What follows belongs to an exercise in optimizing a design on an open flow for small area, a short achievable clock period and few clock cycles; a production flow would make more cautious choices.
RTL that was checked went through simulation tests only; none was proved equivalent to the original.
Power figures rest on the tool's default switching activity, not on a simulated workload.

Design sfla, start of the top module:
module sfla (
    input  wire       clk,
    input  wire       rst,         
    input  wire       cmd_valid,
    output wire       cmd_ready,
    input  wire [7:0] cmd_data,
    input  wire       cmd_last,
    output wire       rsp_valid,
    input  wire       rsp_ready,
    output wire [7:0] rsp_data,
    output wire       rsp_last
);
    localparam [2:0] ST_OK = 3'd0, ST_INVALID_BANK = 3'd1, ST_UNSUP_BANK = 3'd2,
                     ST_UNKNOWN_NAME = 3'd3, ST_NULL_INPUT = 3'd4,
                     ST_MASK_SHORT = 3'd5, ST_NO_FILTER = 3'd6, ST_ILLEGAL = 3'd7;
    localparam [2:0] T_STATUS = 3'd0, T_MATCH = 3'd1, T_FREAD = 3'd2, T_AREAD = 3'd3,
                     T_APPLY = 3'd4, T_LFMT = 3'd5, T_UNK = 3'd6;
    localparam QD = 4;             
    localparam QB = 2;             
    integer i;
    function [7:0] pchar(input [2:0] s, input [2:0] q);
        reg [8*7-1:0] t;
        begin
            case (s)
                3'd0: t = "KILL_  ";
                3'd1: t = "ACCESS_";
                3'd2: t = "EPC_   ";
                3'd3: t = "TID_   ";
                3'd4: t = "USER_  ";
                3'd5: t = "LOCK   ";
                3'd6: t = "UNLOCK ";
                default: t = "PERMA  ";
            endcase
            pchar = t[8*(6-q) +: 8];
        end
    endfunction
    function [2:0] plast(input [2:0] s);    
        case (s)
            3'd0: plast = 3'd4;
            3'd1: plast = 3'd6;
            3'd2: plast = 3'd3;
            3'd3: plast = 3'd3;
            3'd4: plast = 3'd4;
            3'd5: plast = 3'd3;
            3'd6: plast = 3'd5;
            default: plast = 3'd4;
        endcase
    endfunction
  ...
Size: about 3800 cells after synthesis, about 24 I/O pins, roughly 0.048 mm2 of cells after synthesis.
==> flow/config.mk <==
export PLATFORM = sky130hd
export DESIGN_NAME = sfla
export DESIGN_NICKNAME = sfla
export VERILOG_FILES = /design/flow/design.v
export SDC_FILE = /design/flow/constraint.sdc
export NUM_CORES = 4
export LEC_CHECK = 0
export CAP_MARGIN = 20
export CORE_MARGIN = 2
export CORE_UTILIZATION = 50
export SETUP_SLACK_MARGIN = 5
export SLEW_MARGIN = 20
==> flow/constraint.sdc <==
create_clock -name core_clock -period 10.0 [get_ports {clk}]
set_input_delay 2.0000 -clock core_clock [delete_from_list [all_inputs] [get_ports {clk}]]
set_output_delay 2.0000 -clock core_clock [all_outputs]
set_load 0.01 [all_outputs]
run.sh (not shown) runs the stock make flow with config.mk's settings and CLKGATE_MAP_FILE= SYNTH_SCRIPT=/design/flow/synth_recipe.tcl, a recipe that flattens the netlist after the stock synthesis.
Then changed:
==> flow/flow/run.sh (new file) <==
#!/bin/bash
# Standard ORFS layout, with repair_timing aiming well past the clock period
# (a larger setup slack margin); the clock and constraints are unchanged.
set -euo pipefail
bash standard.sh SETUP_SLACK_MARGIN=7 finish > orfs_make.log 2>&1
==> flow/standard.sh (new file) <==
#!/bin/bash
# synth_recipe.tcl (not shown) runs the flow's synth.tcl, then flattens the netlist and writes it again
# the make line also repeats each setting of config.mk as NAME=value (left out here)
make -C /OpenROAD-flow-scripts/flow DESIGN_CONFIG=/design/flow/config.mk WORK_HOME=/design/flow/orfs CLKGATE_MAP_FILE= SYNTH_SCRIPT=/design/flow/synth_recipe.tcl "${@:-finish}"
--- a/flow/config.mk
+++ b/flow/config.mk
@@ -11 +10,0 @@
-export SETUP_SLACK_MARGIN = 5
removed: flow/run.sh
The changed run finished with timing, DRC and antenna clean.
Fmax climbs by 21%.
Total power increases by 3.8%.
Clock-buffer cell count goes up by 12.
Register-to-register slack gets better by 0.85 ns.
Global-route usage grows by 1.7 points.
Final cell count rose by 5.2%.
No run of this note included a check of the RTL's function; only the layout flow was run.


## the reference run
Another version of the RTL of sfla (not shown whole).
Size: roughly 51,000 um^2 of cells after synthesis.
clock: 10.0 ns
lec_check: 0
cap_margin: 20
core_margin: 2
core_utilization: 60
cts_cluster_diameter: 70
cts_cluster_size: 25
slew_margin: 20
standard.sh (not shown) runs the stock make flow with config.mk's settings and CLKGATE_MAP_FILE= SYNTH_SCRIPT=/design/flow/synth_recipe.tcl, a recipe that flattens the netlist after the stock synthesis.
==> flow/flow/run.sh <==
#!/bin/bash
# Standard ORFS layout, with repair_timing aiming well past the clock period
# (a larger setup slack margin); the clock and constraints are unchanged.
set -euo pipefail
bash standard.sh SETUP_SLACK_MARGIN=7 finish > orfs_make.log 2>&1
The reference run ended with every stage complete and zero timing, DRC or antenna violations.
Testbench counts of the reference run, summed over its fixed seeds: cycles 17,576.
Setup changes, the reference run to the trial run
- CORE_UTILIZATION changed from 60 to 50
--- a/flow/flow/run.sh
+++ b/flow/flow/run.sh
@@ -5 +5 @@
-bash standard.sh SETUP_SLACK_MARGIN=7 finish > orfs_make.log 2>&1
+bash standard.sh SETUP_SLACK_MARGIN=6.5 finish > orfs_make.log 2>&1
## What came out
A launching instance or port of the critical path of sel_fa is what the trial run shows, while fa[2] belongs to the reference run.
The fill cell total of the finished layout in the trial run sits 48% above the value recorded for the reference run.
Per the comparison of the trial run with the reference run, hold slack lost 12 ps, final cell count picked up an extra 22, placed wire-length estimate after detailed placement lost 3.8%.
On first-pass GRT wire length, the trial run does better than the reference run.
Looking at ratio of final minimum period to clock period, the trial run sits 1.7 points above the reference run.
From the reference run to the trial run the numbers moved as follows: register area stayed essentially flat, shortest period the worst path allows rose by 170 ps, total non-filler cell area in the finished layout fell by 5.6%.

static timing again, ports no longer ideal:
In the flow no input, the clock included, has a driving cell. The finished layouts below were timed again as built, in two steps.
Step 1 (the two cells are an assumption about what drives the block):
set clk [get_ports {clk}]
set_driving_cell -lib_cell sky130_fd_sc_hd__clkbuf_16 $clk
set_driving_cell -lib_cell sky130_fd_sc_hd__buf_2 [delete_from_list [all_inputs] $clk]
Step 2 times the ports against the registers' clock, not the clock port: input delays grow and output delays shrink by t, the midpoint of the rising clock arrivals with the driver on.
Slacks: ideal / step 1 / step 2; pairs: ideal / step 1.
| run | t (ns) | slack for setup (ns) | worst setup path after step 2 | clock arrival spread, ns | cell pins on the clock port's net |
|---|---|---|---|---|---|
| the first run of note 1 | 0.807 | 5.167 / 5.167 / 4.830 | input to register | 0.029 / 0.029 | 1 |
| the second run of note 1 | 0.815 | 6.013 / 6.013 / 5.599 | input to register | 0.040 / 0.040 | 1 |
| the reference run | 0.734 | 6.635 / 6.622 / 6.303 | input to register | 0.063 / 0.063 | 1 |
| the trial run | 0.764 | 6.461 / 6.461 / 6.047 | input to register | 0.087 / 0.087 | 1 |
After both steps setup and hold are still met in every run listed.
